Background: an optimization exercise with open tools, aiming at small area. Do not read the settings as production practice. The RTL was checked by simulation tests, not by an equivalence proof against the original design. Power is estimated from default activity; no workload was simulated. The clock port is modelled as an ideal driver; clocking choices that lean on that would not hold on a real chip.

==> ember <==
==> flow/design.v <==
module avr_boot_engine (
    input  wire        clk,
    input  wire        rst,           
    output wire        link_load,     
    output reg  [7:0]  link_tx,
    output wire        link_poll,     
    input  wire        link_done,
    input  wire        link_wcol,
    input  wire [7:0]  link_rx,
    output wire        nvm_poll,      
    input  wire        nvm_busy,
    output wire        nvm_op,        
    output reg  [1:0]  nvm_cmd,       
    output reg  [16:0] nvm_addr,
    output reg  [7:0]  nvm_lo,
    output reg  [7:0]  nvm_hi,
    output wire        pm_re,
    output reg  [16:0] pm_addr,
    input  wire [7:0]  pm_data,
    output wire        aux_re,
    output wire        aux_we,
    output reg  [15:0] aux_addr,
    output reg  [7:0]  aux_wdata,
    input  wire [7:0]  aux_rdata,
    output wire        escape,
    output reg  [2:0]  esc_cause,
    output wire        irq_inhibit
);
    localparam [7:0]   AUX_MARKER  = 8'h01;
    localparam [2:0] CAUSE_LEAVE = 3'd0, CAUSE_TIMEOUT = 3'd1, CAUSE_COLLISION = 3'd2,
                     CAUSE_DESYNC = 3'd3, CAUSE_OVERSIZE = 3'd4;
    localparam [3:0] S_LOAD  = 4'd0,    
                     S_POLL  = 4'd1,    
                     S_PWR   = 4'd2,    
                     S_FDONE = 4'd3,    
                     S_CHECK = 4'd4,    
                     S_AUXW  = 4'd5,    
                     S_NWAIT = 4'd6,    
                     S_NOP   = 4'd7,    
                     S_S2    = 4'd8,    
                     S_RDS   = 4'd9,    
                     S_RDC   = 4'd10,   
                     S_SWAP  = 4'd12,   
                     S_ESC   = 4'd11;   
    localparam [2:0] K_CMD = 3'd0, K_ACK = 3'd1, K_SIG = 3'd2, K_PAY = 3'd3, K_OUT = 3'd4;
    localparam [2:0] O_OTHER = 3'd0, O_PING = 3'd1, O_LEAVE = 3'd2, O_SETADDR = 3'd3,
                     O_SIG = 3'd4, O_WRITE = 3'd5, O_READ = 3'd6;
    localparam [2:0] P_ERASE = 3'd0, P_STAGE = 3'd1, P_COMMIT = 3'd2,
                     P_RWW = 3'd3, P_DONE = 3'd4;
    reg [3:0]  state;
    reg [2:0]  kind;
    reg [2:0]  op;
    reg [1:0]  bi;           
    reg [2:0]  pstep;
    reg [15:0] addr_r;       
    reg        hibank;
    reg        auxsel;
    reg [2:0]  errcnt;
    reg [9:0]  pollcnt;      
    reg [15:0] p;            
    reg [15:0] r;            
    reg        l8;           
    reg [7:0]  llo;          
    reg        big;          
    reg        bad;          
    reg [7:0]  rx;           
    reg        rv;           
    reg [6:0]    ph;
    reg [2047:0] ring;
    localparam [9:0] POLL0 = 10'h001, POLL1000 = 10'h3ac;
    wire [9:0] pollcnt_nx = {pollcnt[8:0], pollcnt[9] ^ pollcnt[6]};
    wire [15:0] a0    = {addr_r[14:0], 1'b0};
    wire [15:0] p_inc = p + 16'd1;
    wire [15:0] r_dec = r - 16'd1;
    wire        r_nz  = (r != 16'd0);
    wire [7:0] slot  = (kind == K_OUT) ? {5'd0, bi, 1'b0} : p[7:0];
    wire       match = (ph == slot[7:1]);
    wire [7:0] rd_b  = slot[0] ? ring[15:8] : ring[7:0];
    wire [7:0] mem_rd = auxsel ? aux_rdata : pm_data;
    wire rd_issue = r_nz && ((state == S_RDS) || ((state == S_RDC) && match && (bi != 2'd3)));
    assign link_load   = (state == S_LOAD) && ((kind != K_OUT) || match);
    assign link_poll   = (state == S_POLL);
    assign nvm_poll    = (state == S_NWAIT);
    assign nvm_op      = (state == S_NOP) && ((pstep != P_STAGE) || match);
    assign pm_re       = rd_issue && !auxsel;
    assign aux_re      = rd_issue && auxsel;
    assign aux_we      = (state == S_AUXW) && r_nz && match;
    assign irq_inhibit = (state == S_NWAIT) || (state == S_NOP);
    assign escape      = (state == S_ESC);
    reg       ring_we;
    reg [7:0] ring_wd;
    always @(*) begin
        ring_we = match && ((state == S_PWR) || (state == S_RDC));
        ring_wd = (state == S_PWR) ? rx : (rv ? mem_rd : 8'h00);
    end
    wire [15:0] ring_in = {(ring_we &&  slot[0]) ? ring_wd : ring[15:8],
                           (ring_we && !slot[0]) ? ring_wd : ring[7:0]};
    always @(*) begin
        case (kind)
            K_OUT: link_tx = rd_b;
            K_ACK: case (bi)
                       2'd0: link_tx = 8'hA0;
                       2'd1: link_tx = 8'h00;
                       2'd2: link_tx = 8'hA2;
                       default: link_tx = 8'hA3;
                   endcase
            K_SIG: case (bi)
                       2'd0: link_tx = 8'h5A;
                       2'd1: link_tx = 8'h5B;
                       2'd2: link_tx = 8'h5C;
                       default: link_tx = 8'h00;
                   endcase
            default: link_tx = 8'h00;
        endcase
        nvm_cmd   = pstep[1:0];
        nvm_addr  = {hibank, p};
        nvm_lo    = ring[7:0];
        nvm_hi    = ring[15:8];
        pm_addr   = {hibank, p};
        aux_addr  = p;
        aux_wdata = rd_b;
    end
    reg [2:0] op_dec;
    always @(*) begin
        case (link_rx)
            8'h30:   op_dec = O_PING;
            8'h51:   op_dec = O_LEAVE;
            8'h55:   op_dec = O_SETADDR;
            8'h75:   op_dec = O_SIG;
            8'h64:   op_dec = O_WRITE;
            8'h74:   op_dec = O_READ;
            default: op_dec = O_OTHER;
        endcase
    end
    always @(posedge clk) begin
        ph   <= ph + 7'd1;
        ring <= {ring_in, ring[2047:16]};
    end
    always @(posedge clk) begin
        if (rst) begin
            state  <= S_LOAD;
            kind   <= K_CMD;
            bi     <= 2'd0;
            addr_r <= 16'h0000;
            errcnt <= 3'd0;
        end else begin
            case (state)
                S_LOAD: begin
                    pollcnt <= POLL0;
                    if (link_load)
                        state <= S_POLL;
                end
                S_POLL: begin
                    if (link_wcol)
                        errcnt <= errcnt + 3'd1;
                    if (link_wcol && errcnt == 3'd7) begin
                        esc_cause <= CAUSE_COLLISION;
                        state     <= S_ESC;
                    end else if (link_done) begin
                        if (kind == K_CMD) begin
                            case (bi)
                                2'd0: op <= op_dec;
                                2'd1: begin
                                    if (op == O_SETADDR) addr_r[7:0] <= link_rx;
                                    r[15:8] <= link_rx;
                                    l8      <= link_rx[0];
                                    big     <= (link_rx[7:1] != 7'd0);
                                end
                                2'd2: begin
                                    if (op == O_SETADDR) addr_r[15:8] <= link_rx;
                                    r[7:0] <= link_rx;
                                    llo    <= link_rx;
                                    if (l8 && link_rx != 8'd0) big <= 1'b1;
                                end
                                default: auxsel <= (link_rx == AUX_MARKER);
                            endcase
                        end
                        rx <= link_rx;
                        if (kind == K_PAY) begin
                            state <= S_PWR;
                        end else begin
                            bi    <= bi + 2'd1;
                            state <= (bi == 2'd3) ? S_FDONE : S_LOAD;
                        end
                    end else if (pollcnt == POLL1000) begin
                        esc_cause <= CAUSE_TIMEOUT;
                        state     <= S_ESC;
                    end else begin
                        pollcnt <= pollcnt_nx;
                    end
                end
                S_PWR: begin
                    if (match) begin
                        if (r_nz) begin
                            r <= r_dec;
                            p <= p_inc;
                        end else if (rx != 8'd0) begin
                            bad <= 1'b1;
                        end
                        bi    <= bi + 2'd1;
                        state <= (bi == 2'd3) ? S_FDONE : S_LOAD;
                    end
                end
                S_FDONE: begin
                    state <= S_LOAD;
                    case (kind)
                        K_CMD: begin
                            case (op)
                                O_PING, O_LEAVE, O_SETADDR: kind <= K_ACK;
                                O_SIG:  kind <= K_SIG;
                                O_WRITE: begin
                                    p      <= a0;
                                    hibank <= addr_r[15];
                                    bad    <= 1'b0;
                                    kind   <= K_PAY;
                                    if (!r_nz) state <= S_CHECK;
                                end
                                O_READ: begin
                                    p      <= a0;
                                    hibank <= addr_r[15];
                                    state  <= S_RDS;
                                end
                                default: kind <= K_CMD;
                            endcase
                        end
                        K_ACK: begin
                            kind <= K_CMD;
                            if (op == O_LEAVE) begin
                                esc_cause <= CAUSE_LEAVE;
                                state     <= S_ESC;
                            end
                        end
                        K_PAY: begin
                            if (!r_nz) state <= S_CHECK;
                        end
                        K_OUT: state <= S_RDS;
                        default: kind <= K_CMD;
                    endcase
                end
                S_CHECK: begin
                    r     <= {7'd0, l8, llo};
                    p     <= a0;
                    pstep <= P_ERASE;
                    if (bad) begin
                        esc_cause <= CAUSE_DESYNC;
                        state     <= S_ESC;
                    end else if (big) begin
                        esc_cause <= CAUSE_OVERSIZE;
                        state     <= S_ESC;
                    end else if (auxsel) begin
                        state <= S_AUXW;
                    end else begin
                        state <= S_NWAIT;
                    end
                end
                S_AUXW: begin
                    if (!r_nz) begin
                        addr_r <= p;
                        kind   <= K_ACK;
                        state  <= S_LOAD;
                    end else if (match) begin
                        r <= r_dec;
                        p <= p_inc;
                    end
                end
                S_NWAIT: begin
                    if (!nvm_busy) begin
                        if (pstep == P_DONE) begin
                            kind  <= K_ACK;
                            state <= S_LOAD;
                        end else begin
                            state <= S_NOP;
                        end
                    end
                end
                S_NOP: begin
                    case (pstep)
                        P_ERASE: begin
                            state <= S_NWAIT;
                            if (r_nz) begin
                                pstep <= P_STAGE;
                            end else begin
                                addr_r <= p;
                                pstep  <= P_COMMIT;
                            end
                        end
                        P_STAGE: begin
                            if (match) begin
                                r     <= r_dec;
                                p     <= p_inc;
                                state <= S_S2;
                            end
                        end
                        P_COMMIT: begin
                            state <= S_NWAIT;
                            pstep <= P_RWW;
                        end
                        default: begin
                            state <= S_NWAIT;
                            pstep <= P_DONE;
                        end
                    endcase
                end
                S_S2: begin
                    p <= p_inc;
                    if (r_nz && r != 16'd1) begin
                        r     <= r_dec;
                        state <= S_NWAIT;
                    end else begin
                        state <= S_SWAP;
                    end
                end
                S_SWAP: begin
                    addr_r <= p;
                    p      <= a0;
                    pstep  <= P_COMMIT;
                    state  <= S_NWAIT;
                end
                S_RDS: begin
                    if (!r_nz) begin
                        kind  <= K_CMD;
                        state <= S_LOAD;
                    end else begin
                        r     <= r_dec;
                        p     <= p_inc;
                        rv    <= 1'b1;
                        kind  <= K_OUT;
                        state <= S_RDC;
                    end
                end
                S_RDC: begin
                    if (match) begin
                        bi <= bi + 2'd1;
                        if (bi != 2'd3) begin
                            rv <= r_nz;
                            if (r_nz) begin
                                r <= r_dec;
                                p <= p_inc;
                            end
                        end else begin
                            state <= S_LOAD;
                        end
                    end
                end
                default: state <= S_ESC;
            endcase
        end
    end
endmodule
==> flow/run.sh <==
#!/bin/bash
# synth_recipe.tcl (not shown) runs the flow's synth.tcl, then flattens the netlist and writes it again
# the make line also repeats each setting of config.mk as NAME=value (left out here)
make -C /OpenROAD-flow-scripts/flow DESIGN_CONFIG=/design/flow/config.mk WORK_HOME=/design/flow/orfs CLKGATE_MAP_FILE= SYNTH_SCRIPT=/design/flow/synth_recipe.tcl finish
==> flow/config.mk <==
export PLATFORM = sky130hd
export DESIGN_NAME = avr_boot_engine
export DESIGN_NICKNAME = avr_boot_engine
export VERILOG_FILES = /design/flow/design.v
export SDC_FILE = /design/flow/constraint.sdc
export NUM_CORES = 4
export LEC_CHECK = 0
export CAP_MARGIN = 20
export CORE_MARGIN = 2
export CORE_UTILIZATION = 30
export CTS_BUF_LIST = sky130_fd_sc_hd__clkbuf_16
export CTS_CLUSTER_DIAMETER = 60
export CTS_CLUSTER_SIZE = 30
export SLEW_MARGIN = 20
==> flow/constraint.sdc <==
create_clock -name core_clock -period 10.0 [get_ports {clk}]
set_input_delay 2.0000 -clock core_clock [delete_from_list [all_inputs] [get_ports {clk}]]
set_output_delay 2.0000 -clock core_clock [all_outputs]
set_load 0.01 [all_outputs]
==> inputs of violet, as changes to ember <==
==> flow/design.v, changed modules only <==
module avr_boot_engine (
    input  wire        clk,
    input  wire        rst,           
    output wire        link_load,     
    output reg  [7:0]  link_tx,
    output wire        link_poll,     
    input  wire        link_done,
    input  wire        link_wcol,
    input  wire [7:0]  link_rx,
    output wire        nvm_poll,      
    input  wire        nvm_busy,
    output wire        nvm_op,        
    output reg  [1:0]  nvm_cmd,       
    output reg  [16:0] nvm_addr,
    output reg  [7:0]  nvm_lo,
    output reg  [7:0]  nvm_hi,
    output wire        pm_re,
    output reg  [16:0] pm_addr,
    input  wire [7:0]  pm_data,
    output wire        aux_re,
    output wire        aux_we,
    output reg  [15:0] aux_addr,
    output reg  [7:0]  aux_wdata,
    input  wire [7:0]  aux_rdata,
    output wire        escape,
    output wire [2:0]  esc_cause,
    output wire        irq_inhibit
);
    localparam [7:0]   AUX_MARKER  = 8'h01;
    localparam [2:0] CAUSE_LEAVE = 3'd0, CAUSE_TIMEOUT = 3'd1, CAUSE_COLLISION = 3'd2,
                     CAUSE_DESYNC = 3'd3, CAUSE_OVERSIZE = 3'd4;
    localparam [3:0] S_LOAD  = 4'd0,    
                     S_POLL  = 4'd1,    
                     S_PWR   = 4'd2,    
                     S_FDONE = 4'd3,    
                     S_CHECK = 4'd4,    
                     S_AUXW  = 4'd5,    
                     S_NWAIT = 4'd6,    
                     S_NOP   = 4'd7,    
                     S_S2    = 4'd8,    
                     S_RDS   = 4'd9,    
                     S_RDC   = 4'd10,   
                     S_SWAP  = 4'd12,   
                     S_RDZ   = 4'd13,   
                     S_ESC   = 4'd11;   
    localparam [2:0] K_CMD = 3'd0, K_ACK = 3'd1, K_SIG = 3'd2, K_PAY = 3'd3, K_OUT = 3'd4;
    localparam [2:0] O_LEAVE = 3'd0, O_PING = 3'd1, O_SETADDR = 3'd2, O_OTHER = 3'd4,
                     O_SIG = 3'd5, O_WRITE = 3'd6, O_READ = 3'd7;
    localparam [2:0] P_ERASE = 3'd0, P_STAGE = 3'd1, P_COMMIT = 3'd2,
                     P_RWW = 3'd3, P_DONE = 3'd4;
    reg [3:0]  state;
    reg [2:0]  kind;
    reg [2:0]  op;
    reg [1:0]  bi;           
    reg [2:0]  pstep;
    reg [15:0] addr_r;       
    reg        hibank;
    reg        auxsel;
    reg [2:0]  errcnt;
    reg [9:0]  pollcnt;      
    reg [15:0] p;            
    reg [15:0] r;            
    reg        l8;           
    reg [7:0]  llo;          
    reg        big;          
    reg [6:0]    ph;
    reg [2047:0] ring;
    localparam [9:0] POLL0 = 10'h001, POLL1000 = 10'h3ac;
    wire [9:0] pollcnt_nx = {pollcnt[8:0], pollcnt[9] ^ pollcnt[6]};
    wire [15:0] a0    = {addr_r[14:0], 1'b0};
    wire [15:0] p_inc = p + 16'd1;
    wire [15:0] r_dec = r - 16'd1;
    wire        r_nz  = (r != 16'd0);
    wire [7:0] slot  = (kind == K_OUT) ? {4'd0, bi, 2'b00} : p[7:0];
    wire       match = (ph == slot[7:1]);
    wire [7:0] rd_b  = slot[0] ? ring[15:8] : ring[7:0];
    wire [7:0] mem_rd = auxsel ? aux_rdata : pm_data;
    wire rd_issue = r_nz && (state == S_RDS);
    assign link_load   = (state == S_LOAD) && ((kind != K_OUT) || match);
    assign link_poll   = (state == S_POLL);
    assign nvm_poll    = (state == S_NWAIT);
    assign nvm_op      = (state == S_NOP) && ((pstep != P_STAGE) || match);
    assign pm_re       = rd_issue && !auxsel;
    assign aux_re      = rd_issue && auxsel;
    assign aux_we      = (state == S_AUXW) && r_nz && match;
    assign irq_inhibit = (state == S_NWAIT) || (state == S_NOP);
    assign escape      = (state == S_ESC);
    assign esc_cause   = op;
    reg       ring_we;
    reg [7:0] ring_wd;
    always @(*) begin
        ring_we = match && ((state == S_PWR) || (state == S_RDC) || (state == S_RDZ));
        ring_wd = (state == S_PWR) ? p[15:8] : ((state == S_RDC) ? mem_rd : 8'h00);
    end
    wire [15:0] ring_in = {(ring_we &&  slot[0]) ? ring_wd : ring[15:8],
                           (ring_we && !slot[0]) ? ring_wd : ring[7:0]};
    always @(*) begin
        case (kind)
            K_OUT: link_tx = rd_b;
            K_ACK: case (bi)
                       2'd0: link_tx = 8'hA0;
                       2'd1: link_tx = 8'h00;
                       2'd2: link_tx = 8'hA2;
                       default: link_tx = 8'hA3;
                   endcase
            K_SIG: case (bi)
                       2'd0: link_tx = 8'h5A;
                       2'd1: link_tx = 8'h5B;
                       2'd2: link_tx = 8'h5C;
                       default: link_tx = 8'h00;
                   endcase
            default: link_tx = 8'h00;
        endcase
        nvm_cmd   = pstep[1:0];
        nvm_addr  = {hibank, p};
        nvm_lo    = ring[7:0];
        nvm_hi    = ring[15:8];
        pm_addr   = {hibank, p};
        aux_addr  = p;
        aux_wdata = rd_b;
    end
    reg [2:0] op_dec;
    always @(*) begin
        case (link_rx)
            8'h30:   op_dec = O_PING;
            8'h51:   op_dec = O_LEAVE;
            8'h55:   op_dec = O_SETADDR;
            8'h75:   op_dec = O_SIG;
            8'h64:   op_dec = O_WRITE;
            8'h74:   op_dec = O_READ;
            default: op_dec = O_OTHER;
        endcase
    end
    always @(posedge clk) begin
        ph      <= ph + 7'd1;
        pollcnt <= (state == S_LOAD) ? POLL0 : pollcnt_nx;
        ring <= {ring_in, ring[2047:16]};
    end
    always @(posedge clk) begin
        if (rst) begin
            state  <= S_LOAD;
            kind   <= K_CMD;
            bi     <= 2'd0;
            addr_r <= 16'h0000;
            errcnt <= 3'd0;
        end else begin
            case (state)
                S_LOAD: begin
                    if (link_load)
                        state <= S_POLL;
                end
                S_POLL: begin
                    if (link_wcol)
                        errcnt <= errcnt + 3'd1;
                    if (link_wcol && errcnt == 3'd7) begin
                        op <= CAUSE_COLLISION;
                        state     <= S_ESC;
                    end else if (link_done) begin
                        if (kind == K_CMD) begin
                            case (bi)
                                2'd0: op <= op_dec;
                                2'd1: begin
                                    if (op == O_SETADDR) addr_r[7:0] <= link_rx;
                                    r[15:8] <= link_rx;
                                    l8      <= link_rx[0];
                                    big     <= (link_rx[7:1] != 7'd0);
                                end
                                2'd2: begin
                                    if (op == O_SETADDR) addr_r[15:8] <= link_rx;
                                    r[7:0] <= link_rx;
                                    llo    <= link_rx;
                                    if (l8 && link_rx != 8'd0) big <= 1'b1;
                                end
                                default: auxsel <= (link_rx == AUX_MARKER);
                            endcase
                        end
                        if (kind == K_PAY) begin
                            p[15:8] <= link_rx;
                            state   <= S_PWR;
                        end else begin
                            bi    <= bi + 2'd1;
                            state <= (bi == 2'd3) ? S_FDONE : S_LOAD;
                        end
                    end else if (pollcnt == POLL1000) begin
                        op <= CAUSE_TIMEOUT;
                        state     <= S_ESC;
                    end
                end
                S_PWR: begin
                    if (match) begin
                        if (r_nz) begin
                            r <= r_dec;
                            p <= p_inc;
                        end else if (p[15:8] != 8'd0) begin
                            op <= CAUSE_DESYNC;
                        end
                        bi    <= bi + 2'd1;
                        state <= (bi == 2'd3) ? S_FDONE : S_LOAD;
                    end
                end
                S_FDONE: begin
                    state <= S_LOAD;
                    case (kind)
                        K_CMD: begin
                            case (op)
                                O_PING, O_LEAVE, O_SETADDR: kind <= K_ACK;
                                O_SIG:  kind <= K_SIG;
                                O_WRITE: begin
                                    p      <= a0;
                                    hibank <= addr_r[15];
                                    kind   <= K_PAY;
                                    if (!r_nz) state <= S_CHECK;
                                end
                                O_READ: begin
                                    p      <= a0;
                                    hibank <= addr_r[15];
                                    state  <= S_RDS;
                                end
                                default: kind <= K_CMD;
                            endcase
                        end
                        K_ACK: begin
                            kind <= K_CMD;
                            if (op == O_LEAVE)       
                                state <= S_ESC;
                        end
                        K_PAY: begin
                            if (!r_nz) state <= S_CHECK;
                        end
                        K_OUT: state <= S_RDS;
                        default: kind <= K_CMD;
                    endcase
                end
                S_CHECK: begin
                    r     <= {7'd0, l8, llo};
                    p     <= a0;
                    pstep <= P_ERASE;
                    if (op == CAUSE_DESYNC) begin
                        state     <= S_ESC;
                    end else if (big) begin
                        op <= CAUSE_OVERSIZE;
                        state     <= S_ESC;
                    end else if (auxsel) begin
                        state <= S_AUXW;
                    end else begin
                        state <= S_NWAIT;
                    end
                end
                S_AUXW: begin
                    if (!r_nz) begin
                        addr_r <= p;
                        kind   <= K_ACK;
                        state  <= S_LOAD;
                    end else if (match) begin
                        r <= r_dec;
                        p <= p_inc;
                    end
                end
                S_NWAIT: begin
                    if (!nvm_busy) begin
                        if (pstep == P_DONE) begin
                            kind  <= K_ACK;
                            state <= S_LOAD;
                        end else begin
                            state <= S_NOP;
                        end
                    end
                end
                S_NOP: begin
                    case (pstep)
                        P_ERASE: begin
                            state <= S_NWAIT;
                            if (r_nz) begin
                                pstep <= P_STAGE;
                            end else begin
                                addr_r <= p;
                                pstep  <= P_COMMIT;
                            end
                        end
                        P_STAGE: begin
                            if (match) begin
                                r     <= r_dec;
                                p     <= p_inc;
                                state <= S_S2;
                            end
                        end
                        P_COMMIT: begin
                            state <= S_NWAIT;
                            pstep <= P_RWW;
                        end
                        default: begin
                            state <= S_NWAIT;
                            pstep <= P_DONE;
                        end
                    endcase
                end
                S_S2: begin
                    p <= p_inc;
                    if (r_nz && r != 16'd1) begin
                        r     <= r_dec;
                        state <= S_NWAIT;
                    end else begin
                        state <= S_SWAP;
                    end
                end
                S_SWAP: begin
                    addr_r <= p;
                    p      <= a0;
                    pstep  <= P_COMMIT;
                    state  <= S_NWAIT;
                end
                S_RDS: begin
                    kind <= K_OUT;
                    if (r_nz) begin
                        r     <= r_dec;
                        p     <= p_inc;
                        state <= S_RDC;
                    end else if (bi == 2'd0) begin
                        kind  <= K_CMD;
                        state <= S_LOAD;
                    end else begin
                        state <= S_RDZ;
                    end
                end
                S_RDC, S_RDZ: begin
                    if (match) begin
                        bi    <= bi + 2'd1;
                        state <= (bi == 2'd3) ? S_LOAD : S_RDS;
                    end
                end
                default: state <= S_ESC;
            endcase
        end
    end
endmodule
==> flow/flow/run.sh (new file) <==
#!/bin/bash
export BUFFER_PORTS_ARGS="-buffer_cell sky130_fd_sc_hd__buf_1"
export CTS_ARGS="-sink_clustering_enable -repair_clock_nets -dont_use_dummy_load -sink_clustering_size 30 -sink_clustering_max_diameter 100 -buf_list sky130_fd_sc_hd__clkbuf_16"
bash standard.sh > standard.log 2>&1
ANT=orfs/reports/sky130hd/avr_boot_engine/base/drt_antennas.log
for seed in 11 23 37; do
  if [[ -f $ANT ]] && ! grep -q VIOLATED $ANT; then
    break
  fi
  cp $ANT antennas_before_seed_$seed.log 2>/dev/null
  bash standard.sh clean_route > standard_clean_$seed.log 2>&1
  OR_SEED=$seed MAX_REPAIR_ANTENNAS_ITER_DRT=10 bash standard.sh > standard_seed_$seed.log 2>&1
done
==> flow/standard.sh (new file) <==
#!/bin/bash
# synth_recipe.tcl (not shown) runs the flow's synth.tcl, then flattens the netlist and writes it again
# the make line also repeats each setting of config.mk as NAME=value (left out here)
make -C /OpenROAD-flow-scripts/flow DESIGN_CONFIG=/design/flow/config.mk WORK_HOME=/design/flow/orfs CLKGATE_MAP_FILE= SYNTH_SCRIPT=/design/flow/synth_recipe.tcl "${@:-finish}"
- CTS_BUF_LIST: sky130_fd_sc_hd__clkbuf_16 -> default
- CTS_CLUSTER_DIAMETER: 60 -> default
- CTS_CLUSTER_SIZE: 30 -> default
removed: flow/run.sh
==> comparison table <==
| quantity | ember | violet |
|---|---|---|
| Worst path arrival time | 3.92 ns | 3.36 ns |
| Status | finished clean | finished with violations |
| Reasons for failing layout checks | - | antenna violations |
| Total area of multi-input combinational cells | 3660 sq um | 3580 sq um |
| Clock tree cell share of total cell area | 6.18% | 3.97% |
| Share of the synthesized area in compound gates (AO/OA/AOI/OAI) | 2.15% | 2.06% |
| Sequential group power | 8.91 mW | 8.85 mW |
| Number of well-tap cells placed | 2086 | 2072 |
| Post-synthesis simple-gate area fraction | 3.16% | 2.94% |
| Pin count of the biggest net entering global routing | 36 | 35 |
| Initial core utilization | 30.1% | 30.1% |
| Largest stage delay on the critical path | 0.71 ns | 0.79 ns |
| Height of the die | 405 um | 402 um |
| Area of the core region | 160000 sq um | 158000 sq um |
| Fraction of layout instances using a drive strength above 1 | 7.17% | 5.05% |
| Global routing usage summed across all routing layers | 7.88% | 8.59% |
| Final core occ | 34.4% | 33.1% |
| Final period demand of the worst path | 5.92 ns | 5.36 ns |
| Smallest setup slack after layout | 4.08 ns | 4.64 ns |
| Syn-to-layout area delta | 14.2% | 10.0% |
| Hold path start | ring[121] | ring[1248] |
| X dimension of the die | 405 um | 402 um |

## port drivers added, routing unchanged
In the flow no input, the clock included, has a driving cell. The finished layouts below were timed again as built, in two steps. Step 1: set_driving_cell puts a clkbuf_16 on clk and a buf_2 on each other input, an assumption about the parent block. Step 2 also shifts input and output timing later by t, the mid clock arrival at the registers, as if the neighbouring blocks saw the same clock. Three values: no drivers, after step 1, after step 2; two values: the first two.
run | t, ns | slack for setup (ns) | hold WS [ns] | worst setup path after step 2 | worst register clock-pin slew, ns
ember | 0.791 | 4.080 / 4.001 / 4.792 | 0.296 / 0.296 / 0.296 | register to output | 0.10 / 0.10
violet | 0.731 | 4.638 / 4.569 / 5.299 | 0.255 / 0.255 / 0.255 | register to output | 0.12 / 0.12
